From an optimization exercise on the open Yosys and OpenROAD flow, aimed at small area and a short achievable clock period; shortcuts taken in it are not production practice.
Where RTL was checked, it was by simulation tests only, not by an equivalence proof against the original.
Function not checked in run 4: the RTL went through the layout flow alone.
Power and IR drop assume default switching activity.

File: flow/config.mk
export PLATFORM = sky130hd
export DESIGN_NAME = zorder_core
export DESIGN_NICKNAME = zorder_core
export VERILOG_FILES = /design/flow/design.v
export SDC_FILE = /design/flow/constraint.sdc
export NUM_CORES = 4
export LEC_CHECK = 0
export CAP_MARGIN = 20
export CORE_MARGIN = 2
export CORE_UTILIZATION = 55
export SLEW_MARGIN = 20
export TNS_END_PERCENT = 0
File: flow/constraint.sdc
create_clock -name core_clock -period 16.0 [get_ports {clk}]
set_input_delay 3.2000 -clock core_clock [delete_from_list [all_inputs] [get_ports {clk}]]
set_output_delay 3.2000 -clock core_clock [all_outputs]
set_load 0.01 [all_outputs]
File: flow/design.v
module zc_decode (
    input  wire        w,
    input  wire [63:0] x,
    output wire        sign,
    output wire [10:0] raw,       
    output wire [10:0] re,        
    output wire        sent,      
    output wire        nan,
    output wire        zero,      
    output wire        ge_bias,   
    output wire        eq_bias    
);
    wire e1_s = &x[30:23];
    wire e1_d = &x[62:52];
    wire e0_s = ~|x[30:23];
    wire e0_d = ~|x[62:52];
    wire s_lo = |x[22:0];
    wire s_hi = |x[51:23];
    wire allones = w ? e1_d : e1_s;
    wire ezero   = w ? e0_d : e0_s;
    wire sig_nz  = s_lo | (w & s_hi);
    assign sign = w ? x[63] : x[31];
    assign raw  = w ? x[62:52] : {3'b000, x[30:23]};
    assign nan  = allones & sig_nz;
    assign zero = ezero & ~sig_nz;
    assign sent = zero | allones;
    wire lo1 = w ? &x[61:52] : &x[29:23];    
    wire top = w ? x[62] : x[30];
    assign ge_bias = top | lo1;
    assign eq_bias = ~top & lo1;
    assign re = sent ? {1'b0, w, w, w, 7'h7F} : raw;
endmodule
module zc_msb #(
    parameter N = 64,
    parameter P = ((N <= 2) ? 1 : (N <= 4) ? 2 : (N <= 8) ? 3 : (N <= 16) ? 4 : (N <= 32) ? 5 : (N <= 64) ? 6 : 7)
) (
    input  wire [N-1:0] x,
    input  wire [N-1:0] a,
    output wire         v,
    output wire         g,
    output wire [P-1:0] pos
);
    generate
        if (N == 1) begin : g_leaf
            assign v   = x[0];
            assign g   = x[0] & a[0];
            assign pos = 1'b0;
        end else if (N == 2) begin : g_two
            assign v   = x[1] | x[0];
            assign g   = x[1] ? a[1] : (x[0] & a[0]);
            assign pos = x[1];
        end else begin : g_node
            localparam L  = 1 << (P - 1);      
            localparam H  = N - L;             
            localparam PH = ((H <= 2) ? 1 : (H <= 4) ? 2 : (H <= 8) ? 3 : (H <= 16) ? 4 : (H <= 32) ? 5 : (H <= 64) ? 6 : 7);
            wire          vh, gh, vl, gl;
            wire [PH-1:0] ph;
            wire [P-2:0]  pl;
            zc_msb #(.N(H)) u_h (.x(x[N-1:L]), .a(a[N-1:L]), .v(vh), .g(gh), .pos(ph));
            zc_msb #(.N(L)) u_l (.x(x[L-1:0]), .a(a[L-1:0]), .v(vl), .g(gl), .pos(pl));
            wire [P-2:0] phx = ph;             
            assign v   = vh | vl;
            assign g   = vh ? gh : gl;
            assign pos = vh ? {1'b1, phx} : {1'b0, pl};
        end
    endgenerate
endmodule
module zc_log2_64 (
    input  wire [63:0] x,
    output wire [5:0]  y
);
    wire v, g;
    zc_msb #(.N(64)) u (.x(x), .a(64'd0), .v(v), .g(g), .pos(y));
endmodule
module zc_pair #(
    parameter SCALAR = 0
) (
    input  wire        w,
    input  wire [63:0] p,
    input  wire [63:0] q,
    output wire [10:0] emax,
    output wire [11:0] t,
    output wire        same_mag,
    output wire [10:0] pre,       
    output wire        lt_same,   
    output wire        pneg,
    output wire        qneg,
    output wire        qnan
);
    wire        ps, qs, pnan, pz, qz, psent, qsent, pge, peq, qge, qeq;
    wire [10:0] praw, qraw, qre;
    zc_decode u_dp (.w(w), .x(p), .sign(ps), .raw(praw), .re(pre), .sent(psent),
                    .nan(pnan), .zero(pz), .ge_bias(pge), .eq_bias(peq));
    zc_decode u_dq (.w(w), .x(q), .sign(qs), .raw(qraw), .re(qre), .sent(qsent),
                    .nan(qnan), .zero(qz), .ge_bias(qge), .eq_bias(qeq));
    assign pneg = ~pnan & ps & ~pz;
    assign qneg = ~qnan & qs & ~qz;
    wire [63:0] x = p ^ q;
    wire        vE, gE, vH, gH, vM, gM, vL, gL;
    wire [3:0]  pE;
    wire [4:0]  pH, pL;
    wire [2:0]  pM;
    wire        vE0, vH0;
    zc_msb #(.N(11)) u_e (.x(x[62:52]), .a(p[62:52]), .v(vE0), .g(gE), .pos(pE));
    zc_msb #(.N(21)) u_h (.x(x[51:31]), .a(p[51:31]), .v(vH0), .g(gH), .pos(pH));
    assign vE = vE0 & w;
    assign vH = vH0 & w;
    zc_msb #(.N(8))  u_m (.x(x[30:23]),           .a(p[30:23]), .v(vM), .g(gM), .pos(pM));
    zc_msb #(.N(23)) u_l (.x(x[22:0]),            .a(p[22:0]),  .v(vL), .g(gL), .pos(pL));
    wire meq = ~(vE | vH | vM | vL);
    wire mgt = vE ? gE : vH ? gH : vM ? gM : gL;
    wire mlt = ~mgt & ~meq;
    assign same_mag = ~pnan & ~qnan & meq;
    assign lt_same  = pneg ? mgt : (~pnan & ~qnan & mlt);
    wire rgt = w ? gE : gM;
    wire req = w ? ~vE : ~vM;
    wire egt = (psent & qsent) ? 1'b0 :
               psent           ? ~qge :
               qsent           ? (pge & ~peq) : rgt;
    wire eeq = (psent & qsent) ? 1'b1 :
               psent           ? qeq :
               qsent           ? peq : req;
    wire        selp = egt & ~psent;
    wire        selq = ~egt & ~qsent;
    wire        selb = egt ? psent : qsent;
    wire        spd = selp & w, sps = selp & ~w, sqd = selq & w, sqs = selq & ~w;
    assign emax = ({11{spd}} & p[62:52]) | ({11{sqd}} & q[62:52]) |
                       ({11{sps}} & {3'b000, p[30:23]}) | ({11{sqs}} & {3'b000, q[30:23]}) |
                       ({11{selb}} & {1'b0, w, w, w, 7'h7F});
    wire       sx_nz = vH | (w & vM) | vL;
    wire [5:0] lg = vH       ? ({1'b0, pH} + 6'd31) :
                    (w & vM) ? ({3'b000, pM} + 6'd23) : {1'b0, pL};
    generate
        if (SCALAR) begin : g_scalar
            wire [11:0] lgc;
            zc_add #(.N(12)) u_lgc (.a({6'd0, lg}), .b(w ? 12'hBCD : 12'hF6A), .ci(1'b0), .s(lgc));
            assign t = (eeq & sx_nz) ? lgc : (w ? 12'hC01 : 12'hF81);
        end else begin : g_key
            assign t = {6'd0, (eeq & sx_nz) ? lg : (w ? 6'd52 : 6'd23)};
        end
    endgenerate
endmodule
module zc_add #(
    parameter N = 12
) (
    input  wire [N-1:0] a,
    input  wire [N-1:0] b,
    input  wire         ci,
    output wire [N-1:0] s
);
    wire [N-1:0] p0 = a ^ b;
    wire [N-1:0] g0 = a & b;
    reg  [N-1:0] G, P;
    reg  [N-1:0] Gn, Pn;
    integer d, i;
    always @* begin
        G = g0;
        P = p0;
        G[0] = g0[0] | (p0[0] & ci);
        for (d = 1; d < N; d = d * 2) begin
            Gn = G;
            Pn = P;
            for (i = 0; i < N; i = i + 1)
                if ((i / d) % 2 == 1) begin
                    Gn[i] = G[i] | (P[i] & G[(i / d) * d - 1]);
                    Pn[i] = P[i] & P[(i / d) * d - 1];
                end
            G = Gn;
            P = Pn;
        end
    end
    wire [N-1:0] c = {G[N-2:0], ci};
    assign s = p0 ^ c;
endmodule
module zc_ucmp #(
    parameter N = 13
) (
    input  wire [N-1:0] a,
    input  wire [N-1:0] b,
    output wire         gt,
    output wire         eq
);
    wire v;
    wire [((N <= 2) ? 1 : (N <= 4) ? 2 : (N <= 8) ? 3 : (N <= 16) ? 4 : (N <= 32) ? 5 : (N <= 64) ? 6 : 7)-1:0] pos;
    zc_msb #(.N(N)) u (.x(a ^ b), .a(a), .v(v), .g(gt), .pos(pos));
    assign eq = ~v;
endmodule
module zc_less_axes (
    input  wire         w,
    input  wire [255:0] p,
    input  wire [255:0] q,
    output wire [71:0]  kt,      
    output wire [3:0]   lt,      
    output wire         dec,     
    output wire         dval     
);
    wire [3:0] nd, ltx;
    genvar g;
    generate
        for (g = 0; g < 4; g = g + 1) begin : g_axis
            wire [10:0] emax, pre_unused;
            wire [11:0] t;
            wire        sm, pn, qn, qnan;
            zc_pair u_pair (
                .w(w), .p(p[g*64 +: 64]), .q(q[g*64 +: 64]),
                .emax(emax), .t(t), .same_mag(sm), .pre(pre_unused), .lt_same(lt[g]),
                .pneg(pn), .qneg(qn), .qnan(qnan)
            );
            assign kt[g*18 +: 18] = {~sm, t[5:0], emax};
            assign nd[g]  = pn ^ qn;
            assign ltx[g] = pn & ~qnan;
        end
    endgenerate
    assign dec  = |nd;
    assign dval = nd[3] ? ltx[3] :
                  nd[2] ? ltx[2] :
                  nd[1] ? ltx[1] : ltx[0];
endmodule
module zc_less_pick (
    input  wire [71:0] kt,
    input  wire [3:0]  lt,
    input  wire        dec,
    input  wire        dval,
    output wire        less
);
    wire [51:0] k;
    genvar g;
    generate
        for (g = 0; g < 4; g = g + 1) begin : g_key
            wire [11:0] key;
            zc_add #(.N(12)) u_add (.a({1'b0, kt[g*18 +: 11]}), .b({6'd0, kt[g*18+11 +: 6]}),
                                    .ci(1'b0), .s(key));
            assign k[g*13 +: 13] = {kt[g*18+17], key};
        end
    endgenerate
    wire gt10, eq10, gt20, eq20, gt30, eq30, gt21, eq21, gt31, eq31, gt32, eq32;
    zc_ucmp #(.N(13)) c10 (.a(k[25:13]), .b(k[12:0]),  .gt(gt10), .eq(eq10));
    zc_ucmp #(.N(13)) c20 (.a(k[38:26]), .b(k[12:0]),  .gt(gt20), .eq(eq20));
    zc_ucmp #(.N(13)) c30 (.a(k[51:39]), .b(k[12:0]),  .gt(gt30), .eq(eq30));
    zc_ucmp #(.N(13)) c21 (.a(k[38:26]), .b(k[25:13]), .gt(gt21), .eq(eq21));
    zc_ucmp #(.N(13)) c31 (.a(k[51:39]), .b(k[25:13]), .gt(gt31), .eq(eq31));
    zc_ucmp #(.N(13)) c32 (.a(k[51:39]), .b(k[38:26]), .gt(gt32), .eq(eq32));
    wire ge10 = gt10 | eq10, ge20 = gt20 | eq20, ge30 = gt30 | eq30;
    wire ge21 = gt21 | eq21, ge31 = gt31 | eq31, ge32 = gt32 | eq32;
    wire win3 = ge32 & ge31 & ge30;
    wire win2 = ~ge32 & ge21 & ge20;
    wire win1 = ~ge31 & ~ge21 & ge10;
    wire win0 = ~ge30 & ~ge20 & ~ge10;
    wire lsel = (win3 & lt[3]) | (win2 & lt[2]) | (win1 & lt[1]) | (win0 & lt[0]);
    assign less = dec ? dval : lsel;
endmodule
module zorder_core #(
    parameter D = 4
) (
    input  wire            clk,
    input  wire [3:0]      cmd,
    input  wire [63:0]     a,
    input  wire [63:0]     b,
    input  wire [D*64-1:0] p,
    input  wire [D*64-1:0] q,
    output wire [63:0]     res
);
    wire       w = cmd[3];
    wire [2:0] c = cmd[2:0];
    wire [10:0] emax, are;
    wire [11:0] t;
    wire        same_mag;
    wire        u0, u1, u2, u3;
    zc_pair #(.SCALAR(1)) u_ab (
        .w(w), .p(a), .q(b), .emax(emax), .t(t), .same_mag(same_mag), .pre(are),
        .lt_same(u0), .pneg(u1), .qneg(u2), .qnan(u3)
    );
    wire [5:0] lg;
    zc_log2_64 u_lg (.x({a[63:32] & {32{w}}, a[31:0]}), .y(lg));
    wire [71:0] kt;
    wire [3:0]  lt;
    wire        dec, dval;
    zc_less_axes u_axes (.w(w), .p(p), .q(q), .kt(kt), .lt(lt), .dec(dec), .dval(dval));
    reg [63:0] result;
    reg        sum;
    always @* begin
        sum = 1'b0;
        case (c)
            3'd0:    result = {a[63:32] & {32{w}}, a[31:0]};
            3'd1:    begin
                         result = {41'd0, (w ? 12'hC01 : 12'hF81), are};
                         sum    = 1'b1;
                     end
            3'd2:    result = {12'd0, a[51:23] & {29{w}}, a[22:0]};
            3'd3:    result = {58'd0, lg};
            3'd4:    begin
                         result = same_mag ? 64'hFFFFFFFF80000000 : {41'd0, t, emax};
                         sum    = ~same_mag;
                     end
            default: result = 64'd0;    
        endcase
    end
    reg [63:0] r_res;
    reg        r_sum;
    reg        r_isless;
    reg [71:0] r_kt;
    reg [3:0]  r_lt;
    reg        r_dec, r_dval;
    always @(posedge clk) begin
        r_res    <= result;
        r_sum    <= sum;
        r_isless <= (c == 3'd5);
        r_kt     <= kt;
        r_lt     <= lt;
        r_dec    <= dec;
        r_dval   <= dval;
    end
    wire [11:0] sv;
    zc_add #(.N(12)) u_sv (.a({1'b0, r_res[10:0]}), .b(r_res[22:11]), .ci(1'b0), .s(sv));
    wire less;
    zc_less_pick u_pick (.kt(r_kt), .lt(r_lt), .dec(r_dec), .dval(r_dval), .less(less));
    wire [63:0] rv = r_sum ? {{52{sv[11]}}, sv} : r_res;
    assign res = {rv[63:1], r_isless ? less : rv[0]};
endmodule
File: flow/flow/run.sh
#!/bin/bash
# Standard layout, with these changes:
# - synthesis (flow/synth_fast.tcl, otherwise the standard flow's synthesis script) has
#   ABC map the logic with a delay target of 4000 ps using yosys's own ABC
#   script, and leaves adders to ABC (ADDER_MAP_FILE empty);
# - the smallest plain buffer on every port;
# - timing repair aims for 9 ns of setup slack, on the worst path only.
set -euo pipefail
export ADDER_MAP_FILE=
export FAST_ABC_D=4000
export BUFFER_PORTS_ARGS="-buffer_cell sky130_fd_sc_hd__buf_1"
export SETUP_SLACK_MARGIN=9
sed "s#SYNTH_SCRIPT=[^ ]*#SYNTH_SCRIPT=$PWD/flow/synth_fast.tcl#" standard.sh > standard_fast.sh
bash standard_fast.sh > standard_flow.log 2>&1
File: flow/flow/synth_fast.tcl
# The standard flow's synthesis script, with ABC mapping the logic against a delay
# target (yosys's own ABC script with -D) instead of ORFS's speed script.
proc abc {args} {
  set a {}
  set skip 0
  foreach x $args {
    if { $skip } { set skip 0; continue }
    if { $x eq "-script" } { set skip 1; continue }
    lappend a $x
  }
  yosys abc {*}$a -D $::env(FAST_ABC_D)
}
proc synth {args} { yosys synth -nofsm -noshare {*}$args }
source $::env(SCRIPTS_DIR)/synth.tcl
# left out here: clear keep_hierarchy, flatten, clean up, hide names made inside functions, write 1_2_yosys.v
File: flow/standard.sh
#!/bin/bash
# synth_recipe.tcl (not shown) runs the flow's synth.tcl, then flattens the netlist and writes it again
# the make line also repeats each setting of config.mk as NAME=value (left out here)
make -C /OpenROAD-flow-scripts/flow DESIGN_CONFIG=/design/flow/config.mk WORK_HOME=/design/flow/orfs CLKGATE_MAP_FILE= SYNTH_SCRIPT=/design/flow/synth_recipe.tcl "${@:-finish}"
==> notes.md, run 1 <==
* Most numerous cell in the Yosys netlist: nand2_1
* Seq/Total Area, Yosys at 14.4%
* Chip Width at ~190 um
* Yosys top cell by area: dfxtp_1
* Syn Nets at 3715
* Stop err: [ERROR PPL-0024] Number of IO pins (709) exceeds maximum number of available positions (698). Increase the die perimeter from 778.88um to 964.24um.
* Cells after synthesis at just over 3000
* Predominant post-synthesis flop cell: dfxtp_1
* Avg Inst Size Synth at about 6.5 um2
* Ranking of synthesized cells by area: dfxtp_1 14%, o21ai_0 7.2%, xnor2_1 6.7%
* Initial Utilization at around 56%
* Distinct cells, synth at 76
* Post-synth top area share at 14.4%
* Fail Step: I/O pin placement (3_2_place_iop)
* Syn. warnings at 2
* Cell Area, Synth at 20000 um2
* Synth Register Bits at 144
* Row cnt at 69
* Ys async rst share at 0%
* Vert. Die Dim at 195 um
* Outcome: aborted with a tool error
* Post-synth EDFFs at 0
* Synth top cells by count: 321 x nand2_1, 289 x inv_1, 286 x o21ai_0, 237 x a21oi_1, 211 x nor2_1
## kinds of logic after synthesis
| group | count (synthesis) | share of synthesized area (%) |
|---|---|---|
| AND/OR/NAND/NOR | 1213 | 30.8 |
| AO/OA/AOI/OAI | 997 | 31.5 |
| buffers and inverters | 346 | 6.51 |
| adder cells (fa/ha/maj) | 73 | 3.67 |
| flip-flops | 144 | 14.4 |
| multiplexers | 19 | 0.976 |
| XOR/XNOR | 278 | 12.2 |
==> inputs of run 2 (changes only) <==
==> flow/flow/run.sh (replaced) <==
#!/bin/bash
# Standard layout, with these changes:
# - synthesis (flow/synth_fast.tcl, otherwise the standard flow's synthesis script) has
#   ABC map the logic with a delay target of 2000 ps using yosys's own ABC
#   script, and leaves adders to ABC (ADDER_MAP_FILE empty);
# - the smallest plain buffer on every port;
# - timing repair aims for 9 ns of setup slack, on the worst path only.
set -euo pipefail
export ADDER_MAP_FILE=
export FAST_ABC_D=2000
export BUFFER_PORTS_ARGS="-buffer_cell sky130_fd_sc_hd__buf_1"
export SETUP_SLACK_MARGIN=9
sed "s#SYNTH_SCRIPT=[^ ]*#SYNTH_SCRIPT=$PWD/flow/synth_fast.tcl#" standard.sh > standard_fast.sh
bash standard_fast.sh > standard_flow.log 2>&1
--- a/flow/config.mk
+++ b/flow/config.mk
@@ -7,6 +7,6 @@
 export LEC_CHECK = 0
 export CAP_MARGIN = 20
 export CORE_MARGIN = 2
-export CORE_UTILIZATION = 55
+export CORE_UTILIZATION = 35
 export SLEW_MARGIN = 20
 export TNS_END_PERCENT = 0
==> run 2 against run 1 <==
Against the previous run: now clean on timing, DRC and antenna; area after synthesis up 0.72%; synthesized cell count unchanged.
==> notes.md, run 2 <==
* Outcome: complete, no violations
* Clock Tree Buf Depth at 2
* Cell Area, Synth at between 20000 and 25000 um2
* Distinct cells, synth at 87
* Hold-fix buffers, CTS at 0
* Synth top cells by count: 321 x nand2_1, 289 x inv_1, 276 x o21ai_0, 237 x a21oi_1, 211 x nor2_1
* Share of layout cells above drive strength 1 at 5.53%
* Gate power share at between 50% and 60%
* Full die area at about 60000 um2
* Number of remaining DRC errors at 0
* Internal power at 959 uW
* Routed vias at 26400
* Crit-path max cell delay at 0.37 ns
* Fin crit share at 49.5%
* DRT Wirelength at between 90 and 100 mm
* Placed cells at around 4500
* Setup TNS at 0 ns
* Ys async rst share at 0%
* Tot GR Track Use at 29.4%
* Yosys top cell by area: dfxtp_1
* Power Dens Cells at 68.3 nW/um2
* Switch share at 43.5%
* Row cnt at 87
* Initial Utilization at a little over a third
* Buffers & Inverters on Critical Path at 1
* Cells after synthesis at between 3000 and 4000
* CP delay by family, top: adder cells
* I/O pin count at 709
* GRT overflow at 0
* Area Growth Syn to Fin at 23.4%
* 1st-iter DRT viols at 2233
* Clock sink total at 144
* Synth Register Bits at 144
* Critical Path Sink Type: output port
* Hold Path Class: in2reg
* Ranking of synthesized cells by area: dfxtp_1 14%, o21ai_0 6.9%, xnor2_1 6.4%
* Minimum clock period at between 7 and 8 ns
* Worst VDD drop at 0.0000553 V
* Largest regs: r_kt: 72 flops, r_res: 64 flops, r_lt: 4 flops
* Syn Nets at 3715
* TritonCTS buffer count at 17
* Vert. Die Dim at 244 um
* Final cell count without fillers at around 4600
* HP Start: a[36]
* Routability cong. at 1.01
* Setup Viol. Count Final at 0
* CTS tree: done
* WP data arrival at approximately 4.7 ns
* CP Class: reg2out
* Startpoint Class: register
* Max_slew headroom at between 20% and 30%
* Nets@finish at 4427
* Chip Width at 244 um
* Slew @ Worst Pin at 1.10 ns
* Cell mode on critical path: maj3_2
* Routed len/inst at 20.3 um
* Multi-input logic area at between 15000 and 20000 um2
* Largest register FFs at slightly above 70
* Post-synth EDFFs at 0
* Worst Hold Depth at 3
* Seq/Total Area, Yosys at approximately 14%
* PortBufs at between 700 and 800
* RSZ-0062 raised after global routing: yes
* Sequential share of power at about 25%
* Largest net degree at the start of global routing at 77
* F_max at around 130 MHz
* FILL cells at 6251
* WHS Endpoint: r_res[36]
* Clk pwr share at 23.1%
* Crit path cell chain: xnor2_4 -> and2b_2 -> maj3_2 -> maj3_2 -> maj3_2 -> maj3_2 -> maj3_2 -> maj3_2 -> maj3_2 -> a21oi_2 -> a221oi_2 -> o22ai_2 -> nor2_1 -> a31oi_1 -> nand4_1 -> a32o_2 -> buf_6
* Worst path slowest cell: dfxtp_4
* Final Slew Violations at 0
* Net Switching at approximately 740 uW
* Finished Core Util at 43.9%
* Predominant post-synthesis flop cell: dfxtp_1
* Core Region at 56600 um2
* Post-synth top area share at 14.3%
* Vias per std cell at 5.78
* Vias in the first global route at between 20000 and 25000
* Worst Path Required at roughly 13 ns
* LEAKAGE at between 0.009 and 0.01 uW
* Clk root buf: clkbuf_16
* Commonest non-fill, non-tap cell in the layout: buf_1
* Avg Inst Size Synth at ~6.6 um2
* Largest Register: r_kt
* H-Tree Depth at 4
* Hold Vio Cnt, Final at 0
* ANT nets after route at 0
* TritonRoute pass-1 iters at 6
* Max cap viols at 0
* Most numerous cell in the Yosys netlist: nand2_1
* Sequential Area at 2900 um2
* Syn. warnings at 2
* Most frequent cells in the layout: 700 x buf_1, 318 x nand2_1, 288 x inv_1
* Reg clk slew, reported paths at about 0.070 ns
* Initial antenna violation count at 17
* First-pass GRT wire length at between 100 and 150 mm
* Post-DP HPWL at 76.3 mm
* Placed instance area at 23600 um2
* Crit path max fanout at 2
* Finished Cell Area at 24900 um2
## run 2: layout make-up
cell class	count	share of cell area (%)
tap	756	3.80
clock buffer	17	1.71
antenna	15	0.151
multi-input combinational	2587	65.9
clock inverter	15	0.558
inverter	289	4.36
timing repair buffer	743	11.9
sequential	144	11.6
## run 2: logic make-up after synthesis
family / count (synthesis) / share of synthesized area [%]
xor+xnor: 278 / 12.3
fa+ha+maj: 73 / 3.80
simple gates: 1213 / 30.6
buf+inv: 346 / 6.68
flops: 144 / 14.3
compound gates: 997 / 31.4
mux: 19 / 0.969
## run 2: metrics by stage
stage	setup slack [ns]	power, uW	hold WS (ns)
after global routing	7.95	1800	3.07
final	8.08	1700	3.06
after CTS	8.17	1680	3.04
after detailed placement	8.20	1230	3.54
after global placement	8.22	1230	3.54
after floorplan	9.01	954	3.31
## run 2: power by group through the flow
| stage | Sequential, uW | Clock [uW] | Combinational (uW) |
|---|---|---|---|
| 6_report | 423 | 392 | 883 |
| 4_1_cts | 422 | 400 | 856 |
| 3_3_place_gp | 424 | 0 | 809 |
| 3_5_place_dp | 424 | 0 | 810 |
| 5_1_grt | 427 | 413 | 964 |
| 2_1_floorplan | 417 | 0 | 537 |
## run 2: per-layer routing
metal,vias to the layer above,wire [um],GRT usage (%)
met1,12300,36000,34.6
met4,4,4530,14.4
met5,-,26,0
met3,208,6880,4.98
li1,12800,-,-
met2,1152,45200,51.5
## run 2: timing repair
action | 4_1_cts | 5_1_grt
buffers inserted | 21 | 5
cloned | 7 | 0
gates resized for setup | 60 | 20
pin swaps | 48 | 27
setup endpoints to repair | 64 | 80
## run 2: how the worst max path moves through the flow
stage,end,cells after the start,start,slack [ns]
floorplan,res[0],16,r_kt[11],9.01
global placement,res[0],17,r_kt[11],8.22
detailed placement,res[34],16,r_res[12],8.20
CTS,res[0],17,r_kt[0],8.17
global route,res[0],19,r_kt[11],7.95
finish,res[0],17,r_kt[11],8.08
==> inputs of run 3 (changes only) <==
==> flow/flow/run.sh (replaced) <==
#!/bin/bash
# Standard layout, with these changes:
# - synthesis (flow/synth_fast.tcl, otherwise the standard flow's synthesis script) has
#   ABC map the logic with a delay target of 1000 ps using yosys's own ABC
#   script, and leaves adders to ABC (ADDER_MAP_FILE empty); with
#   SYNTH_HIERARCHICAL the larger modules are mapped one by one;
# - the smallest plain buffer on every port;
# - timing repair aims for 9 ns of setup slack, on the worst path only.
set -euo pipefail
export ADDER_MAP_FILE=
export FAST_ABC_D=1000
export BUFFER_PORTS_ARGS="-buffer_cell sky130_fd_sc_hd__buf_1"
export SETUP_SLACK_MARGIN=9
sed "s#SYNTH_SCRIPT=[^ ]*#SYNTH_SCRIPT=$PWD/flow/synth_fast.tcl#" standard.sh > standard_fast.sh
bash standard_fast.sh > standard_flow.log 2>&1
--- a/flow/config.mk
+++ b/flow/config.mk
@@ -9,4 +9,6 @@
 export CORE_MARGIN = 2
 export CORE_UTILIZATION = 35
 export SLEW_MARGIN = 20
+export SYNTH_HIERARCHICAL = 1
+export SYNTH_MINIMUM_KEEP_SIZE = 200
 export TNS_END_PERCENT = 0
==> run 3 against run 2 <==
Against the previous run: design area rose by 4.5%; clock power barely moved; sequential share of layout area fell by 0.51 points; final cell count rose by 2.1%; critical endpoint unchanged; still clean; largest cell class unchanged; wire length fell by 2.6%; sequential power barely moved; die area rose by 6.5%; first-iteration DRC count fell by 18%; utilization fell by 0.94 points; worst setup slack improved by 0.14 ns; maximum frequency rose by 1.7%; combinational power rose by 4.1%; largest power group unchanged.
==> notes.md, run 3 <==
* Nets@finish at 4500
* Worst VDD drop at between 0.00007 and 0.00008 V
* Routed len/inst at 19.4 um
* Initial antenna violation count at 11
* Fin crit share at between 40% and 50%
* Setup TNS at 0 ns
* Clk pwr share at 22.5%
* HP Start: a[20]
* First-pass GRT wire length at 138 mm
* PortBufs at 707
* Most frequent cells in the layout: 705 x buf_1, 303 x nand2_1, 275 x inv_1
* Number of remaining DRC errors at 0
* Worst Hold Depth at 3
* Max_slew headroom at 30.3%
* Net Switching at about 740 uW
* Final Slew Violations at 0
* Routability cong. at 0.998
* Syn Nets at roughly 3800
* Area Growth Syn to Fin at 21.0%
* Crit path max fanout at 5
* Sequential share of power at 24.5%
* WP data arrival at 4.58 ns
* Syn. warnings at 8
* Row cnt at 90
* Worst Path Required at roughly 13 ns
* Startpoint Class: register
* Critical Path Sink Type: output port
* FILL cells at 6533
* Final cell count without fillers at around 4700
* Vias in the first global route at 24900
* Max cap viols at 0
* Power Dens Cells at between 60 and 70 nW/um2
* Vert. Die Dim at around 250 um
* 1st-iter DRT viols at ~1800
* Largest regs: r_kt: 72 flops, r_res: 64 flops, r_lt: 4 flops
* Slew @ Worst Pin at 1.03 ns
* Largest Register: r_kt
* Post-DP HPWL at between 70 and 80 mm
* Avg Inst Size Synth at approximately 6.8 um2
* Chip Width at 252 um
* Largest net degree at the start of global routing at 75
* TritonCTS buffer count at 17
* I/O pin count at 709
* Clock sink total at 144
* Hold Vio Cnt, Final at 0
* Core Region at 60500 um2
* Clock Tree Buf Depth at 2
* DRT Wirelength at 90.2 mm
* Hold-fix buffers, CTS at 0
* Cells after synthesis at ~3200
* Largest register FFs at 72
* Placed cells at 4606
* TritonRoute pass-1 iters at 8
* Initial Utilization at between 30% and 40%
* Clk root buf: clkbuf_16
* H-Tree Depth at 4
* WHS Endpoint: r_res[20]
* Share of layout cells above drive strength 1 at 6.02%
* Internal power at 996 uW
* LEAKAGE at 0.00946 uW
* Tot GR Track Use at 27.1%
* Reg clk slew, reported paths at 0.06 ns
* CP Class: reg2out
* Hold Path Class: in2reg
* Outcome: complete, no violations
* Full die area at 63400 um2
* CTS tree: done
* F_max at between 100 and 150 MHz
* Vias per std cell at 5.65
* RSZ-0062 raised after global routing: yes
* Switch share at a little over two fifths
* Commonest non-fill, non-tap cell in the layout: buf_1
* Setup Viol. Count Final at 0
* GRT overflow at 0
* Routed vias at 26300
* Cell Area, Synth at 21500 um2
* Gate power share at 53.0%
* Minimum clock period at 7.78 ns
* ANT nets after route at 0
run 3: cell types whose count changed in the layout (fill, tap and decap cells not counted), sizes merged, moves of 21 or more:
cell,delta
nor2,+47
nor2b,+40
a21oi,-37
nand2b,+29
o21ai,-27
a221o,+26
mux2i,+26
xor2,+21
run 3: final cells by class:
| class | instances | area, um2 | share of cell area (%) |
|---|---|---|---|
| Antenna cell | 10 | 25.0 | 0.0963 |
| Clock buffer | 19 | 443 | 1.70 |
| Clock inverter | 13 | 126 | 0.486 |
| Inverter | 279 | 1050 | 4.03 |
| Multi-Input combinational cell | 2685 | 17600 | 67.9 |
| Sequential cell | 144 | 2900 | 11.1 |
| Tap cell | 782 | 978 | 3.76 |
| Timing Repair Buffer | 728 | 2830 | 10.9 |
run 3: worst max-delay path, stage by stage, from the launching register on:
cell,delay [ns]
dfxtp_2,0.33
xnor2_2,0.16
buf_6,0.15
o21ai_4,0.06
maj3_2,0.32
maj3_2,0.32
maj3_2,0.32
maj3_2,0.40
buf_6,0.15
nand4_1,0.12
xor2_2,0.30
a22oi_2,0.09
a221oi_2,0.23
o21ai_1,0.11
a2111o_1,0.39
a2bb2oi_2,0.18
a31oi_4,0.20
mux2_4,0.18
buf_6,0.10
run 3: through the flow:
| stage | hold WS, ns | worst slack [ns] | util [%] | area, um2 | total power [uW] |
|---|---|---|---|---|---|
| 2_1_floorplan | 3.31 | 9.00 | - | 21500 | 991 |
| 3_3_place_gp | 3.55 | 8.08 | 41.2 | 24900 | 1270 |
| 3_5_place_dp | 3.57 | 8.06 | 41.2 | 24900 | 1280 |
| 4_1_cts | 3.09 | 8.19 | 42.8 | 25900 | 1730 |
| 5_1_grt | 3.11 | 8.03 | 43.0 | 26000 | 1850 |
| 6_report | 3.12 | 8.22 | 43.0 | 26000 | 1730 |
run 3: metal layers:
layer	vias to the layer above	track usage (%)	share of wire, %
met4	6	7.30	2.1
met2	907	47.4	48
met1	12300	34.4	43
met3	132	4.27	5.9
met5	-	0	0.047
li1	13000	-	-
run 3: repair_timing:
item | in CTS | in global routing
hold endpoints to repair | 0 | 0
gates resized for setup | 70 | 9
pin swaps | 24 | 12
setup buffers | 10 | 2
gates cloned | 0 | 0
setup endpoints to repair | 54 | 91
run 3: how the worst max path moves through the flow:
stage               startpoint      to  slack (ns)  depth (start not counted)
detailed placement    r_kt[47]  res[0]        8.06                         16
floorplan             r_kt[19]  res[0]        9.00                         16
CTS                   r_kt[37]  res[0]        8.19                         18
finish                r_kt[37]  res[0]        8.22                         18
global route          r_kt[37]  res[0]        8.03                         17
global placement      r_kt[47]  res[0]        8.08                         16
run 3: power groups by stage:
stage | Sequential, uW | Combinational, uW | Clock [uW]
global placement | 426 | 847 | 0
global route | 428 | 1010 | 415
floorplan | 417 | 574 | 0
CTS | 424 | 902 | 401
finish | 424 | 919 | 390
detailed placement | 427 | 851 | 0
==> inputs of run 4 (changes only) <==
--- a/flow/design.v
+++ b/flow/design.v
@@ -47,7 +47,7 @@
             assign pos = 1'b0;
         end else if (N == 2) begin : g_two
             assign v   = x[1] | x[0];
-            assign g   = x[1] ? a[1] : (x[0] & a[0]);
+            assign g   = (x[1] & a[1]) | (~x[1] & x[0] & a[0]);
             assign pos = x[1];
         end else begin : g_node
             localparam L  = 1 << (P - 1);      
@@ -60,7 +60,7 @@
             zc_msb #(.N(L)) u_l (.x(x[L-1:0]), .a(a[L-1:0]), .v(vl), .g(gl), .pos(pl));
             wire [P-2:0] phx = ph;             
             assign v   = vh | vl;
-            assign g   = vh ? gh : gl;
+            assign g   = gh | (~vh & gl);
             assign pos = vh ? {1'b1, phx} : {1'b0, pl};
         end
     endgenerate
@@ -292,28 +292,27 @@
                          result = same_mag ? 64'hFFFFFFFF80000000 : {41'd0, t, emax};
                          sum    = ~same_mag;
                      end
-            default: result = 64'd0;    
+            default: result = kt[63:0];    
         endcase
     end
     reg [63:0] r_res;
+    reg [13:0] r_x;
     reg        r_sum;
     reg        r_isless;
-    reg [71:0] r_kt;
-    reg [3:0]  r_lt;
-    reg        r_dec, r_dval;
     always @(posedge clk) begin
         r_res    <= result;
+        r_x      <= {kt[71:64], lt, dec, dval};
         r_sum    <= sum;
         r_isless <= (c == 3'd5);
-        r_kt     <= kt;
-        r_lt     <= lt;
-        r_dec    <= dec;
-        r_dval   <= dval;
     end
+    wire [71:0] r_kt   = {r_x[13:6], r_res};
+    wire [3:0]  r_lt   = r_x[5:2];
+    wire        r_dec  = r_x[1];
+    wire        r_dval = r_x[0];
     wire [11:0] sv;
     zc_add #(.N(12)) u_sv (.a({1'b0, r_res[10:0]}), .b(r_res[22:11]), .ci(1'b0), .s(sv));
     wire less;
     zc_less_pick u_pick (.kt(r_kt), .lt(r_lt), .dec(r_dec), .dval(r_dval), .less(less));
     wire [63:0] rv = r_sum ? {{52{sv[11]}}, sv} : r_res;
-    assign res = {rv[63:1], r_isless ? less : rv[0]};
+    assign res = {rv[63:1] & {63{~r_isless}}, r_isless ? less : rv[0]};
 endmodule
==> flow/flow/run.sh (replaced) <==
#!/bin/bash
# Standard layout, with these changes:
# - synthesis (flow/synth_fast.tcl, otherwise the standard flow's synthesis script) has
#   ABC map the logic with a delay target of 4000 ps using yosys's own ABC
#   script, and leaves adders to ABC (ADDER_MAP_FILE empty);
# - the smallest plain buffer on every port;
# - timing repair aims for 9 ns of setup slack, on the worst path only.
set -euo pipefail
export ADDER_MAP_FILE=
export FAST_ABC_D=4000
export BUFFER_PORTS_ARGS="-buffer_cell sky130_fd_sc_hd__buf_1"
export SETUP_SLACK_MARGIN=9
sed "s#SYNTH_SCRIPT=[^ ]*#SYNTH_SCRIPT=$PWD/flow/synth_fast.tcl#" standard.sh > standard_fast.sh
bash standard_fast.sh > standard_flow.log 2>&1
--- a/flow/config.mk
+++ b/flow/config.mk
@@ -9,6 +9,4 @@
 export CORE_MARGIN = 2
 export CORE_UTILIZATION = 35
 export SLEW_MARGIN = 20
-export SYNTH_HIERARCHICAL = 1
-export SYNTH_MINIMUM_KEEP_SIZE = 200
 export TNS_END_PERCENT = 0
==> run 4 against run 3 <==
Against the previous run: still clean on timing, DRC and antenna; synthesized cell count fell by 2.7%; count of clock-buffer cells in the layout fell by 8; design area fell by 8.3%; sequential cell count fell by 64; final cell count fell by 2.9%; worst hold slack improved by 0.10 ns; wire length rose by 8.7%; largest power group unchanged.
==> notes.md, run 4 <==
* Vias per std cell at 5.93
* Met3 routed WL at 8.33 mm
* Synth top cells by count: 327 x nand2_1, 321 x nor2_1, 221 x inv_1, 198 x a21oi_1, 176 x xnor2_1
* Predominant post-synthesis flop cell: dfxtp_1
* LEAKAGE at between 0.008 and 0.009 uW
* Wl on met1 at around 41 mm
* Final Slew Violations at 0
* Post-synth EDFFs at 0
* PortBufs at 707
* Hold-fix buffers, CTS at 0
* Routability cong. at 1.01
* Cells after synthesis at 3094
* Top sig layer: met5
* Avg Inst Size Synth at 6.35 um2
* ANT nets after route at 0
* Setup TNS at 0 ns
* WP data arrival at between 4 and 5 ns
* Nets@finish at 4403
* Clock sink total at 80
* Crit path max fanout at 2
* Setup Viol. Count Final at 0
* Syn Nets at about 3700
* Wire length on met2 at 45.4 mm
* RSZ-0062 raised after global routing: yes
* Ys async rst share at 0%
* F_max at 122 MHz
* Tot GR Track Use at 31.8%
* Post-synth top area share at 8.15%
* Minimum clock period at 8.18 ns
* Crit path cell chain: xnor2_4 -> buf_6 -> xnor2_4 -> maj3_2 -> maj3_2 -> maj3_2 -> maj3_2 -> maj3_2 -> maj3_2 -> maj3_2 -> a21o_1 -> a221oi_2 -> o32ai_2 -> or4_1 -> a41o_1 -> a31oi_4 -> buf_2
* Fin crit share at 51.1%
* Synth Register Bits at 80
* Cell mode on critical path: maj3_2
* Initial Utilization at 35.5%
* Share of layout cells above drive strength 1 at 4.54%
* TritonCTS buffer count at 9
* Hold Path Class: in2reg
* Initial antenna violation count at 19
* Routed len/inst at 21.7 um
* Core Region at 55300 um2
* First-pass GRT wire length at ~140 mm
* Vert. Die Dim at 241 um
* Routed vias at 26800
* Row cnt at 86
* Yosys top cell by area: dfxtp_1
* Critical Path Sink Type: output port
* Finished Core Util at 43.1%
* Ranking of synthesized cells by area: dfxtp_1 8.1%, xnor2_1 7.8%, xor2_1 7.4%
* Cell Area, Synth at around 20000 um2
* Clk root buf: clkbuf_16
* Clock Tree Buf Depth at 2
* Commonest non-fill, non-tap cell in the layout: buf_1
* H-Tree Depth at 3
* CP Class: reg2out
* Syn. warnings at 2
* Largest net degree at the start of global routing at 77
* Worst Path Required at between 10 and 15 ns
* GRT overflow at 0
* CTS tree: done
* Seq/Total Area, Yosys at approximately 8%
* Hold Vio Cnt, Final at 0
* Area Growth Syn to Fin at 21.2%
* Final WS setup at 7.82 ns
* I/O pin count at 709
* Reg clk slew, reported paths at about 0.070 ns
* Most numerous cell in the Yosys netlist: nand2_1
* Slew @ Worst Pin at 1.01 ns
* Pre-CTS setup slack at 7.80 ns
* Worst path slowest cell: or4_1
* Largest regs: r_res: 64 flops, r_x: 14 flops
* Number of remaining DRC errors at 0
* Post-DP HPWL at 83.3 mm
* Full die area at approximately 58000 um2
* DRT Wirelength at around 98 mm
* Max_slew headroom at 32.3%
* 1st-iter DRT viols at 2372
* Largest register FFs at 64
* Outcome: complete, no violations
* Startpoint Class: register
* Chip Width at 241 um
* Most frequent cells in the layout: 678 x buf_1, 324 x nand2_1, 317 x nor2_1
* TritonRoute pass-1 iters at 6
* FILL cells at 6170
* Power Dens Cells at 55.5 nW/um2
* Largest Register: r_res
* Distinct cells, synth at 79
* Worst VDD drop at 0.0000493 V
* Vias in the first global route at about 24000
* Crit-path max cell delay at between 0.5 and 0.6 ns
* Max cap viols at 0
## run 4: cell types whose count changed in the layout (fill, tap and decap cells not counted), moves of 36 or more
cell	previous run	this run
dfxtp_1	133	66
inv_1	275	220
maj3_1	65	101
nor2_1	255	317
nor2b_1	141	101
o21ai_0	225	175
xnor2_1	129	168
## run 4: path summary, 6_finish.rpt
path | from | to | slack (ns) | depth (start not counted)
setup / recovery | r_x[8] | res[0] | 7.82 | 17
hold / removal | a[63] | r_res[63] | 3.22 | 3
## run 4: routing by layer
layer	GRT usage, %	vias to the layer above
met2	53.3	1316
li1	-	12700
met5	0	-
met4	9.86	8
met3	5.07	204
met1	41.5	12600
## run 4: cell type report
type                            count  area [um2]  share of cell area (%)
Antenna cell                       12        30.0                   0.126
Clock buffer                       11         243                    1.02
Clock inverter                      5        40.0                   0.168
Inverter                          221         830                    3.48
Multi-Input combinational cell   2709       17200                    72.0
Sequential cell                    80        1630                    6.86
Tap cell                          748         936                    3.93
Timing Repair Buffer              737        2950                    12.4
## run 4: worst max-delay path: cells and delay by family (launching register included)
kind	cells	cell delay (ns)
DFF	1	0.37
xor gates and xnor gates	2	0.27
and+or+nand+nor	1	0.51
buffers and inverters	2	0.30
adders and majority gates	7	2.15
AOI/OAI and AO/OA	5	1.05
## run 4: stage by stage
stage / hold slack [ns] / total power [uW] / cell area (um2) / cells
final: 3.22 / 1320 / 23800 / 4523
after global routing: 3.25 / 1410 / 23800 / 4522
after CTS: 3.21 / 1300 / 23700 / 4507
after detailed placement: 3.55 / 1070 / 23100 / 4478
after global placement: 3.54 / 1070 / 23100 / 4478
after floorplan: 3.30 / 763 / 19700 / 3094
## run 4: where the power goes
part / leakage (uW) / switching, uW / total (uW) / internal (uW)
Combinational: 0.00761 / 522 / 867 / 344
Sequential: 0.000672 / 37.0 / 259 / 222
Clock: 0.000128 / 87.4 / 198 / 110
Total: 0.00841 / 647 / 1320 / 677
## run 4: kinds of logic after synthesis
family          synth area share [%]
mux                             1.20
simple gates                    35.2
flops                           8.15
compound gates                  27.7
buf+inv                         5.86
xor+xnor                        15.3
fa+ha+maj                       6.56
## run 4: timing repair
item                       in CTS  in global routing
gates cloned                    1                  0
pin swaps                      28                 20
gates resized for setup        70                 23
buffers inserted               12                  4
setup endpoints to repair      73                 84
==> inputs of run 5 (changes only) <==
--- a/flow/design.v
+++ b/flow/design.v
@@ -189,7 +189,7 @@
     input  wire         w,
     input  wire [255:0] p,
     input  wire [255:0] q,
-    output wire [71:0]  kt,      
+    output wire [51:0]  kt,      
     output wire [3:0]   lt,      
     output wire         dec,     
     output wire         dval     
@@ -206,7 +206,9 @@
                 .emax(emax), .t(t), .same_mag(sm), .pre(pre_unused), .lt_same(lt[g]),
                 .pneg(pn), .qneg(qn), .qnan(qnan)
             );
-            assign kt[g*18 +: 18] = {~sm, t[5:0], emax};
+            wire [6:0] lo;
+            zc_add #(.N(7)) u_lo (.a({1'b0, emax[5:0]}), .b({1'b0, t[5:0]}), .ci(1'b0), .s(lo));
+            assign kt[g*13 +: 13] = {~sm, emax[10:6], lo};
             assign nd[g]  = pn ^ qn;
             assign ltx[g] = pn & ~qnan;
         end
@@ -217,7 +219,7 @@
                   nd[1] ? ltx[1] : ltx[0];
 endmodule
 module zc_less_pick (
-    input  wire [71:0] kt,
+    input  wire [51:0] kt,
     input  wire [3:0]  lt,
     input  wire        dec,
     input  wire        dval,
@@ -227,10 +229,9 @@
     genvar g;
     generate
         for (g = 0; g < 4; g = g + 1) begin : g_key
-            wire [11:0] key;
-            zc_add #(.N(12)) u_add (.a({1'b0, kt[g*18 +: 11]}), .b({6'd0, kt[g*18+11 +: 6]}),
-                                    .ci(1'b0), .s(key));
-            assign k[g*13 +: 13] = {kt[g*18+17], key};
+            wire [5:0] hi;
+            zc_add #(.N(6)) u_hi (.a({1'b0, kt[g*13+7 +: 5]}), .b(6'd0), .ci(kt[g*13+6]), .s(hi));
+            assign k[g*13 +: 13] = {kt[g*13+12], hi, kt[g*13 +: 6]};
         end
     endgenerate
     wire gt10, eq10, gt20, eq20, gt30, eq30, gt21, eq21, gt31, eq31, gt32, eq32;
@@ -270,9 +271,13 @@
         .w(w), .p(a), .q(b), .emax(emax), .t(t), .same_mag(same_mag), .pre(are),
         .lt_same(u0), .pneg(u1), .qneg(u2), .qnan(u3)
     );
+    wire [11:0] ev;
+    zc_add #(.N(12)) u_ev (.a({1'b0, are}), .b(w ? 12'hC01 : 12'hF81), .ci(1'b0), .s(ev));
+    wire [6:0] ylo;
+    zc_add #(.N(7)) u_ylo (.a({1'b0, emax[5:0]}), .b({1'b0, t[5:0]}), .ci(1'b0), .s(ylo));
     wire [5:0] lg;
     zc_log2_64 u_lg (.x({a[63:32] & {32{w}}, a[31:0]}), .y(lg));
-    wire [71:0] kt;
+    wire [51:0] kt;
     wire [3:0]  lt;
     wire        dec, dval;
     zc_less_axes u_axes (.w(w), .p(p), .q(q), .kt(kt), .lt(lt), .dec(dec), .dval(dval));
@@ -282,35 +287,32 @@
         sum = 1'b0;
         case (c)
             3'd0:    result = {a[63:32] & {32{w}}, a[31:0]};
-            3'd1:    begin
-                         result = {41'd0, (w ? 12'hC01 : 12'hF81), are};
-                         sum    = 1'b1;
-                     end
+            3'd1:    result = {{52{ev[11]}}, ev};
             3'd2:    result = {12'd0, a[51:23] & {29{w}}, a[22:0]};
             3'd3:    result = {58'd0, lg};
             3'd4:    begin
-                         result = same_mag ? 64'hFFFFFFFF80000000 : {41'd0, t, emax};
+                         result = same_mag ? 64'hFFFFFFFF80000000 :
+                                             {46'd0, t[11:6], emax[10:6], ylo};
                          sum    = ~same_mag;
                      end
-            default: result = kt[63:0];    
+            default: result = {6'd0, kt, lt, dec, dval};    
         endcase
     end
     reg [63:0] r_res;
-    reg [13:0] r_x;
     reg        r_sum;
     reg        r_isless;
     always @(posedge clk) begin
         r_res    <= result;
-        r_x      <= {kt[71:64], lt, dec, dval};
         r_sum    <= sum;
         r_isless <= (c == 3'd5);
     end
-    wire [71:0] r_kt   = {r_x[13:6], r_res};
-    wire [3:0]  r_lt   = r_x[5:2];
-    wire        r_dec  = r_x[1];
-    wire        r_dval = r_x[0];
-    wire [11:0] sv;
-    zc_add #(.N(12)) u_sv (.a({1'b0, r_res[10:0]}), .b(r_res[22:11]), .ci(1'b0), .s(sv));
+    wire [51:0] r_kt   = r_res[57:6];
+    wire [3:0]  r_lt   = r_res[5:2];
+    wire        r_dec  = r_res[1];
+    wire        r_dval = r_res[0];
+    wire [5:0]  yhi;
+    zc_add #(.N(6)) u_yhi (.a({1'b0, r_res[11:7]}), .b(r_res[17:12]), .ci(r_res[6]), .s(yhi));
+    wire [11:0] sv = {yhi, r_res[5:0]};
     wire less;
     zc_less_pick u_pick (.kt(r_kt), .lt(r_lt), .dec(r_dec), .dval(r_dval), .less(less));
     wire [63:0] rv = r_sum ? {{52{sv[11]}}, sv} : r_res;
==> run 5 against run 4 <==
Against the previous run: sequential share of layout area shrank 1.6 points; critical path depth grew 2; critical endpoint is now r_res[14]; global-route usage grew 1.0 points; final cell count grew 2.7%; sequential power shrank 11%; wire length grew 6.3%; count of clock-buffer cells in the layout shrank 1; largest cell class unchanged; via count grew 3.9%; clock power is essentially flat; maximum frequency grew 13%.
==> notes.md, run 5 <==
* Outcome: complete, no violations
* TritonCTS buffer count at 9
* Clk root buf: clkbuf_16
* TritonRoute pass-1 iters at 6
* Initial Utilization at 35.3%
* Routability cong. at 1.03
* Most frequent cells in the layout: 684 x buf_1, 321 x nand2_1, 233 x inv_1
* Reg clk slew, reported paths at 0.06 ns
* 1st-iter DRT viols at 2680
* Largest Register: r_res
* Syn. warnings at 4
* Placed cells at approximately 4500
* Chip Width at about 240 um
* Post-synth EDFFs at 0
* Critical Path Sink Type: register
* Avg Inst Size Synth at 6.32 um2
* Hold Path Class: in2reg
* Tot GR Track Use at 32.8%
* Crit path cell chain: buf_2 -> or4_1 -> nor2_4 -> nand4_1 -> a21oi_2 -> o211ai_1 -> and2_4 -> and3_1 -> or2_1 -> a31o_2 -> a21o_1 -> or3_1 -> o2bb2ai_2 -> o21ai_2 -> a31oi_2 -> buf_6 -> buf_4 -> nand2b_1 -> a211o_1
* H-Tree Depth at 3
* Setup Viol. Count Final at 0
* Buffers & Inverters on Critical Path at 3
* Share of layout cells above drive strength 1 at between 8 and 9%
* Cell Area, Synth at 19900 um2
* DRT Wirelength at 104 mm
* Yosys top cell by area: xnor2_1
* WP data arrival at 7.48 ns
* CP Class: in2reg
* Vert. Die Dim at 242 um
* Clock Tree Buf Depth at 2
* Largest regs: r_res: 64 flops, r_isless: 1 flops, r_sum: 1 flops
* Post-synth top area share at 7.45%
* Cells after synthesis at 3146
* Ys async rst share at 0%
* Largest net degree at the start of global routing at 64
* Largest register FFs at 64
* Final Slew Violations at 0
* I/O pin count at around 700
* Worst path slowest cell: or4_1
* ANT nets after route at 0
* Finished Core Util at between 40% and 50%
* Area Growth Syn to Fin at 28.3%
* Minimum clock period at 7.27 ns
* Max cap viols at 0
* Routed len/inst at 22.4 um
* Final cell count without fillers at 4647
* Setup TNS at 0 ns
* Most numerous cell in the Yosys netlist: nand2_1
* Nets@finish at 4520
* Fin crit share at a little under half
* Synth Register Bits at 66
* Hold WS at 3.20 ns
* F_max at 138 MHz
* Hold-fix buffers, CTS at 0
* Core Region at 56300 um2
* Hold Vio Cnt, Final at 0
* Vias in the first global route at 25100
* HP Start: a[47]
* Worst VDD drop at 0.0000477 V
* Crit-path max cell delay at 0.57 ns
* Clock sink total at 66
* Synth top cells by count: 330 x nand2_1, 239 x nor2_1, 234 x inv_1, 215 x a21oi_1, 175 x o21ai_0
* Post-DP HPWL at about 87 mm
* Distinct cells, synth at 87
* Predominant post-synthesis flop cell: dfxtp_1
* CTS tree: done
* GRT overflow at 0
* Worst Path Required at 16.21 ns
* Syn Nets at 3791
* Initial antenna violation count at 22
* Number of remaining DRC errors at 0
* LEAKAGE at between 0.009 and 0.01 uW
* Max_slew headroom at 43.5%
* CP delay by family, top: simple AND/OR/NAND/NOR gates
* Power Dens Cells at 52.5 nW/um2
* Startpoint Class: primary input
* RSZ-0062 raised after global routing: yes
* Ranking of synthesized cells by area: xnor2_1 7.4%, dfxtp_1 6.6%, nand2_1 6.2%
* Crit path max fanout at 9
* Slew @ Worst Pin at 0.840 ns
* Commonest non-fill, non-tap cell in the layout: buf_1
* Vias per std cell at around 6.0
* PortBufs at 707
* Routed vias at 27900
* Full die area at approximately 60000 um2
* First-pass GRT wire length at 152 mm
* Crit. Startpoint: a[28]
* Row cnt at 87
* Seq/Total Area, Yosys at 6.65%
-- run 5: cell count changes in the layout (fill, tap and decap cells not counted), sizes merged, moves of 21 or more --
cell    delta
buf       +54
nor2      -82
o21a      +57
nor2b     +25
a31oi     -24
xor2      -28
nand2b    +21
nand3     +26
maj3      -36
-- run 5: timing repair --
item / 4_1_cts / 5_1_grt
gates cloned: 3 / 2
endpoints found under the setup margin: 65 / 59
setup buffers: 47 / 22
resized for setup: 163 / 113
hold endpoints to repair: 0 / 0
pin swaps: 46 / 55
-- run 5: final cells by class --
| cell class | count | area, um2 |
|---|---|---|
| antenna | 12 | 30.0 |
| clock buffer | 10 | 239 |
| clock inverter | 5 | 55.1 |
| fill | 6095 | 30800 |
| inverter | 234 | 891 |
| multi-input combinational | 2764 | 18400 |
| sequential | 66 | 1330 |
| tap | 756 | 946 |
| timing repair buffer | 800 | 3600 |
-- run 5: cell families (layout without fill, tap and decap cells) --
| logic type | Yosys count | after routing | synth area share, % |
|---|---|---|---|
| buffers and inverters | 316 | 1049 | 6.09 |
| AND/OR/NAND/NOR | 1421 | 1421 | 36.7 |
| multiplexers | 16 | 16 | 0.831 |
| other | 0 | 12 | 0 |
| XOR/XNOR | 307 | 307 | 13.5 |
| flip-flops | 66 | 66 | 6.65 |
| adder cells (fa/ha/maj) | 91 | 91 | 4.58 |
| AO/OA/AOI/OAI | 929 | 929 | 31.6 |
-- run 5: final timing paths --
check / to / slack [ns] / cells past startpoint
worst min-delay path: r_res[47] / 3.20 / 3
worst max-delay path: r_res[14] / 8.73 / 19
-- run 5: tightest hold or removal path, delay by kind of cell --
| family | cells | cell delay [ns] |
|---|---|---|
| buffers and inverters | 1 | 0.17 |
| and+or+nand+nor | 2 | 0.14 |
-- run 5: layer usage --
| layer | wire [um] | up-vias | share of wire [%] | track usage [%] |
|---|---|---|---|---|
| li1 | - | 13200 | - | - |
| met1 | 43900 | 13000 | 42 | 43.8 |
| met2 | 46400 | 1478 | 44 | 52.8 |
| met3 | 10100 | 224 | 9.7 | 6.56 |
| met4 | 3750 | 22 | 3.6 | 10.1 |
| met5 | 131 | - | 0.13 | 0 |
-- run 5: stage by stage --
step                      setup WS (ns)  power (uW)  area (um2)
final                              8.73        1340       25500
after CTS                          8.79        1290       24700
after global routing               8.61        1420       25500
after global placement             6.75        1050       23300
after detailed placement           6.71        1050       23300
after floorplan                    8.88         738       19900
-- run 5: report_power, final --
group / internal, uW / leakage (uW) / total, uW / switching [uW]
clock network: 123 / 0.000140 / 196 / 72.7
registers: 189 / 0.000553 / 230 / 41.1
logic: 362 / 0.00846 / 913 / 551
==> inputs of run 6 (changes only) <==
==> flow/flow/run.sh (replaced) <==
#!/bin/bash
# Standard layout, with these changes:
# - synthesis (flow/synth_fast.tcl, otherwise the standard flow's synthesis script) has
#   ABC map the logic with a delay target of 4000 ps using yosys's own ABC
#   script, and leaves adders to ABC (ADDER_MAP_FILE empty);
# - the smallest plain buffer on every port;

set -euo pipefail
export ADDER_MAP_FILE=
export FAST_ABC_D=4000
export BUFFER_PORTS_ARGS="-buffer_cell sky130_fd_sc_hd__buf_1"
sed "s#SYNTH_SCRIPT=[^ ]*#SYNTH_SCRIPT=$PWD/flow/synth_fast.tcl#" standard.sh > standard_fast.sh
bash standard_fast.sh > standard_flow.log 2>&1
--- a/flow/config.mk
+++ b/flow/config.mk
@@ -8,5 +8,5 @@
 export CAP_MARGIN = 20
 export CORE_MARGIN = 2
 export CORE_UTILIZATION = 35
+export SETUP_SLACK_MARGIN = 5
 export SLEW_MARGIN = 20
-export TNS_END_PERCENT = 0
==> run 6 against run 5 <==
Against the previous run: power shrank 5.3%; sequential cell count unchanged; largest cell class unchanged; area after synthesis is the same; count of clock-buffer cells in the layout increased by 2; combinational power fell by 7.1%; non-clock buffer count fell by 77; critical endpoint is now r_res[6]; synthesized cell count did not move; worst setup slack lost 1.3 ns.
==> notes.md, run 6 <==
* Multi-input logic area at around 17000 um2
* Largest Register: r_res
* Crit path cell chain: buf_1 -> nor4_1 -> nand4_1 -> nor3_1 -> o2111ai_1 -> a211o_1 -> a21oi_1 -> and2_1 -> nor3_1 -> nor2b_1 -> and2_1 -> a221oi_1 -> or2_2 -> o21ai_1 -> a21oi_1 -> maj3_1 -> maj3_1 -> maj3_1 -> o211ai_1
* Tot GR Track Use at 32.6%
* Finished Core Util at between 40% and 50%
* Row cnt at 87
* Routability cong. at 1.04
* Adder-cell share of the synthesized area at 4.58%
* TritonRoute pass-1 iters at 8
* Hold-fix buffers, CTS at 0
* First-pass GRT wire length at 151 mm
* Finished Cell Area at 23700 um2
* Most numerous cell in the Yosys netlist: nand2_1
* CP delay by family, top: simple AND/OR/NAND/NOR gates
* H-Tree Depth at 3
* ANT nets after route at 0
* Tot Pwr at 1270 uW
* Cell mode on critical path: maj3_1
* Clock Tree Buf Depth at 2
* DRT Wirelength at 103 mm
* Share of layout cells above drive strength 1 at 2.24%
* Worst VDD drop at 0.0000568 V
* Compound-cell area share of the yosys netlist at 31.6%
* PortBufs at 707
* Synth top cells by count: 330 x nand2_1, 239 x nor2_1, 234 x inv_1, 215 x a21oi_1, 175 x o21ai_0
* Synth Register Bits at 66
* Post-synthesis mux area share at 0.831%
* Fin crit share at 53.7%
* XOR/XNOR share of the synthesized area at 13.5%
* Number of remaining DRC errors at 0
* Setup TNS at 0 ns
* Initial Utilization at 35.3%
* Predominant post-synthesis flop cell: dfxtp_1
* RSZ-0062 raised after global routing: no
* Area Growth Syn to Fin at 19.2%
* Clock sink total at 66
* Routed len/inst at 22.4 um
* Setup Viol. Count Final at 0
* Commonest non-fill, non-tap cell in the layout: buf_1
* Setup bufs post-CTS at 0
* Buffers & Inverters on Critical Path at 1
* Most frequent cells in the layout: 706 x buf_1, 330 x nand2_1, 236 x nor2_1
* Minimum clock period at 8.60 ns
* Max cap viols at 0
* Full die area at 58700 um2
* Crit-path max cell delay at about 0.52 ns
* Reg clk slew, reported paths at about 0.05 ns
* Nets@finish at 4443
* Clk root buf: clkbuf_16
* Startpoint Class: primary input
* Seq/Total Area, Yosys at around 6.6%
* WP data arrival at 8.83 ns
* Avg Inst Size Synth at 6.32 um2
* WHS Endpoint: r_res[48]
* Yosys top cell by area: xnor2_1
* Core Region at 56300 um2
* Pre-CTS setup slack at 7.17 ns
* Largest family of logic cells by synthesized area: simple AND/OR/NAND/NOR gates
* CP Class: in2reg
* Worst path slowest cell: nor3_1
* FILL cells at around 6300
* Hold Path Class: in2reg
* Vias in the first global route at approximately 25000
* Sequential Area at 1320 um2
* Critical Path Sink Type: register
* Hold Vio Cnt, Final at 0
* Ranking of synthesized cells by area: xnor2_1 7.4%, dfxtp_1 6.6%, nand2_1 6.2%
* HP Start: a[48]
* Max_slew headroom at 30.1%
* Initial antenna violation count at 34
* Cell Area, Synth at around 20000 um2
* LEAKAGE at 0.00836 uW
* Distinct cells, synth at 87
* Slew @ Worst Pin at 1.03 ns
* Ys async rst share at 0%
* Placed instance area at 23300 um2
* Vias per std cell at 5.95
* I/O pin count at around 700
* Worst Hold Depth at 3
* Post-synth top area share at approximately 7.4%
* Post-Synth Simple-Gate Area at 36.7%
* 1st-iter DRT viols at 2820
* Final Slew Violations at 0
* GRT overflow at 0
* Syn Nets at 3791
* TritonCTS buffer count at 9
* Power Dens Cells at 53.5 nW/um2
* Worst Path Required at 16.24 ns
* Routed vias at 27200
* Crit path max fanout at 10
* Final WS setup at 7.40 ns
* Largest register FFs at 64
* CTS tree: done
* Largest regs: r_res: 64 flops, r_isless: 1 flops, r_sum: 1 flops
* F_max at between 100 and 150 MHz
* Outcome: complete, no violations
* Cells after synthesis at 3146
* Chip Width at 242 um
* Largest net degree at the start of global routing at 169
* Post-DP HPWL at 87.5 mm
* Syn. warnings at 4
* Vert. Die Dim at 242 um
* Post-synth EDFFs at 0
* Resize count post-CTS at 0
==> run 6: cells by family (layout without fill, tap and decap cells) <==
group / after synthesis / count (layout)
XOR/XNOR: 307 / 307
adder cells (fa/ha/maj): 91 / 91
AO/OA/AOI/OAI: 929 / 929
buffers and inverters: 316 / 972
flip-flops: 66 / 66
AND/OR/NAND/NOR: 1421 / 1421
multiplexers: 16 / 16
other: 0 / 21
==> run 6: final cells by class <==
class	count	share of cell area [%]
tap	756	3.99
sequential	66	5.58
timing repair buffer	723	11.9
clock buffer	12	1.04
antenna	21	0.222
multi-input combinational	2764	73.4
clock inverter	3	0.169
inverter	234	3.71
==> run 6: metal layers <==
metal  vias up  wire length [um]  track usage [%]
li1      13000                 -                -
met1     12600             43600             44.0
met2      1411             45500             51.3
met3       163             10600             7.88
met4        24              2680             9.42
met5         -               149                0
==> run 6: power by group <==
group | switching [uW] | internal, uW | leakage (uW)
clock | 65.5 | 123 | 0.000143
sequential | 42.2 | 189 | 0.000552
combinational | 524 | 325 | 0.00767
total | 631 | 637 | 0.00836
==> run 6: worst max-delay path by stage <==
stage | startpoint | end | slack, ns | depth (start not counted)
after floorplan | q[34] | r_res[12] | 8.79 | 16
after global placement | b[46] | r_res[6] | 7.15 | 19
after detailed placement | b[45] | r_res[6] | 7.17 | 19
after CTS | b[45] | r_res[6] | 7.50 | 19
after global routing | b[45] | r_res[6] | 7.18 | 19
final | b[45] | r_res[6] | 7.40 | 19
==> run 6: worst min-delay path, stage by stage <==
cell and delay [ns]:
buf_1 0.16, nand2_1 0.09, nand3_1 0.07
==> run 6: per-stage QoR <==
stage / hold WS, ns / cells
final: 3.25 / 4579
after global placement: 3.58 / 4542
after floorplan: 3.32 / 3146
after global routing: 3.25 / 4576
after detailed placement: 3.57 / 4542
after CTS: 3.22 / 4557

-- afterwards: timing with drivers on the ports --
How much do the figures lean on ideal ports? The routed layouts below were timed once more, with nothing changed but the port constraints.
Step 1 sets driving cells, clkbuf_16 on the clock port and buf_2 on the other inputs (assumed; they add their load-dependent delay and slew).
Step 2 also shifts input and output timing later by t, the mid clock arrival at the registers, as if the neighbouring blocks saw the same clock.
a / b / c = ideal ports / drivers / drivers and shift; a / b = the first two.
run | t (ns) | slack for setup (ns) | worst register clock-pin slew, ns
run 2 | 0.516 | 8.082 / 8.024 / 8.023 | 0.07 / 0.07
run 3 | 0.492 | 8.218 / 8.162 / 8.456 | 0.07 / 0.07
run 4 | 0.379 | 7.816 / 7.771 / 7.957 | 0.07 / 0.07
run 5 | 0.376 | 8.733 / 8.696 / 8.320 | 0.06 / 0.06
run 6 | 0.362 | 7.403 / 7.402 / 7.039 | 0.05 / 0.05
After both steps every run listed still meets setup and hold. For run 5, which loses most, drivers alone change the setup slack by -0.037 ns; drivers and shift together by -0.413 ns.
